From an optimization exercise on the open Yosys and OpenROAD flow, aimed at small area, a short achievable clock period and few clock cycles; shortcuts taken in it are not production practice.
In this exercise RTL edits were held to simulation tests only and were not proved equivalent to the original.
Power figures rest on the tool's default switching activity, not on a simulated workload.

## run 1
## sb_core
module sb_core (
    input  wire         clk,
    input  wire         rst_n,
    input  wire [7:0]   dev_addr,
    input  wire [31:0]  stale_ms,
    input  wire [31:0]  turn_ms,
    input  wire         en_crc_resp,
    input  wire         en_flag_resp,
    input  wire         full_duplex,
    input  wire         flow_ctrl,
    input  wire [31:0]  now_ms,
    input  wire         poll,
    input  wire         app_start,
    input  wire [2:0]   app_op,
    input  wire [2:0]   app_handle,
    input  wire [127:0] app_wdata,
    input  wire [4:0]   app_wlen,
    output wire         ready,
    output reg          done,
    output reg          app_result,
    output wire [127:0] app_rdata,
    output reg  [4:0]   app_rlen,
    output reg          on_write_valid,
    output wire [2:0]   on_write_index,
    input  wire         rx_valid,
    input  wire [7:0]   rx_data,
    output wire         rx_ready,
    output wire         tx_valid,
    output wire [7:0]   tx_data,
    input  wire         tx_ready,
    input  wire         tx_idle,
    output reg          dir
);
==> flow/config.mk <==
export PLATFORM = sky130hd
export DESIGN_NAME = sb_core
export DESIGN_NICKNAME = sb_core
export VERILOG_FILES = /design/flow/design.v
export SDC_FILE = /design/flow/constraint.sdc
export NUM_CORES = 4
export LEC_CHECK = 0
export CAP_MARGIN = 20
export CORE_MARGIN = 2
export CORE_UTILIZATION = 55
export CTS_BUF_LIST = sky130_fd_sc_hd__clkbuf_4 sky130_fd_sc_hd__clkbuf_8
export PLACE_DENSITY = 0.7
export SLEW_MARGIN = 20
==> flow/constraint.sdc <==
create_clock -name core_clock -period 10.0 [get_ports {clk}]
set_input_delay 2.0000 -clock core_clock [delete_from_list [all_inputs] [get_ports {clk}]]
set_output_delay 2.0000 -clock core_clock [all_outputs]
set_load 0.01 [all_outputs]
standard.sh (not shown) runs the stock make flow with config.mk's settings and CLKGATE_MAP_FILE= SYNTH_SCRIPT=/design/flow/synth_recipe.tcl, a recipe that flattens the netlist after the stock synthesis.
==> flow/flow/run.sh <==
#!/bin/bash
set -euo pipefail
bash standard.sh "BUFFER_PORTS_ARGS=-buffer_cell sky130_fd_sc_hd__buf_1" SETUP_SLACK_MARGIN=6.4 finish > standard.log 2>&1
Testbench counts of run 1, summed over its fixed seeds: cycles 31,173.
The following lists how run 2 was set up differently from run 1:
==> flow/flow/run.sh <==
#!/bin/bash
set -euo pipefail
bash standard.sh "BUFFER_PORTS_ARGS=-buffer_cell sky130_fd_sc_hd__buf_1" SETUP_SLACK_MARGIN=6.7 finish > standard.log 2>&1
Findings:
The wire length of the first global-routing pass of run 2 exceeds that of run 1 by 6.3%.
Relative to run 1, buffer count from post-CTS setup fixing has gone up in run 2.
As far as share of the synthesized area in compound gates (AO/OA/AOI/OAI) goes, run 2 and run 1 are indistinguishable; the numbers are identical.
Going from run 1 to run 2, largest fanout on the critical path now smaller; wire length on met3 moved up; ratio of final minimum period to clock period decreased 0.40 points; weighted congestion at the end of routability-driven global placement now sits higher.
Of the two candidates, run 1 has the better routed wire length and run 2 the worse one.
Run 1 vs run 2, cell type of the slowest stage on the worst timing path: sky130_fd_sc_hd__a211oi_4 vs sky130_fd_sc_hd__dfxtp_2
Fmax: run 2 higher than run 1
Peak per-stage delay on the critical path (higher): run 1
> inputs changed (run 2 -> run 3)
==> flow/flow/run.sh <==
#!/bin/bash
set -euo pipefail
bash standard.sh "BUFFER_PORTS_ARGS=-buffer_cell sky130_fd_sc_hd__buf_1" SETUP_SLACK_MARGIN=6.4 finish > standard.log 2>&1
-- flow/config.mk --
<<< run 2, line 11
export CTS_BUF_LIST = sky130_fd_sc_hd__clkbuf_4 sky130_fd_sc_hd__clkbuf_8
>>> run 3, line 11
As far as initial core utilization goes, run 3 and run 2 are indistinguishable; the numbers are identical. Between run 2 and run 3, instance area at placement is higher for run 2, run 3 comes in under that. From run 2 to run 3 the numbers moved as follows: routed metal-1 wirelength dropped 1.4%; non-clock buffer count down 31%. When run 3 is measured against run 2, its clock-buffer cell count turns out 50 lower. Diff run 3..run 2 | sum of negative setup slack | unchanged. sky130_fd_sc_hd__dfxtp_2 as the slowest cell on the critical path was reported by run 2, and sky130_fd_sc_hd__a211oi_4 by run 3. Run 3 — sequential portion of the cell area 2.6 points higher, run 2 as reference. Delta(layout overhead on the synthesized area, run 3 - run 2) < 0. From run 2 to run 3 the numbers moved as follows: cell-internal power moved up; setup slack moved down; pre-CTS setup slack moved up.
Input-level comparison between run 4 and run 3:
-- flow/config.mk --
<<< run 3, line 10
export CORE_UTILIZATION = 55
export PLACE_DENSITY = 0.7
>>> run 4, line 10
export CORE_UTILIZATION = 70
export CTS_BUF_LIST = sky130_fd_sc_hd__clkbuf_4 sky130_fd_sc_hd__clkbuf_8
export PLACE_DENSITY = 0.8
- From run 3 to run 4, xor/xnor share of the synthesized area did not move at all.
- Run 4 vs run 3, capturing element of the worst setup path: it4[75] vs cand
- Comparing run 4 and run 3, the higher switching power is on run 4.
- Run 3 → run 4: global routing usage on met3 higher, sequential share of layout area saw an increase.
- Re non-clock buffer count in the final layout: run 4 and run 3 aren't equal, and the higher value belongs to run 3.
- Looking only at first-pass GRT wire length, and setting everything else aside, the lower value of run 4 and run 3 goes to run 3.
- Against run 3, setup slack after layout in run 4 came out better.
- Looking at cell leakage power, run 4 sits below run 3.
- Comparing the two runs side by side, run 4 comes out behind run 3 on total detailed-routing wirelength.
- Critical path depth: higher on run 3

==> separate check: timing with driven ports <==
Ports are ideal in the flow. The routed layouts listed here were re-timed in OpenROAD.
Step 1 sets driving cells, clkbuf_16 on the clock port and buf_2 on the other inputs (assumed; they add their load-dependent delay and slew).
Step 2 also shifts input and output timing later by t, the mid clock arrival at the registers, as if the neighbouring blocks saw the same clock.
a / b / c = ideal / step 1 / step 2; a / b = the first two.
run	shift t [ns]	slack for setup (ns)	worst setup path after step 2	worst slew at a driven data input, ns
run 1	0.811	6.413 / 6.328 / 5.517	input to register	0.17
run 2	0.816	6.453 / 6.387 / 5.845	input to register	0.18
run 3	0.679	6.397 / 6.394 / 5.751	input to register	0.18
run 4	0.778	6.411 / 6.377 / 5.670	input to register	0.15
After both steps setup and hold are still met in every run listed. For run 1, which loses most, drivers alone change the setup slack by -0.085 ns; drivers and shift together by -0.896 ns.
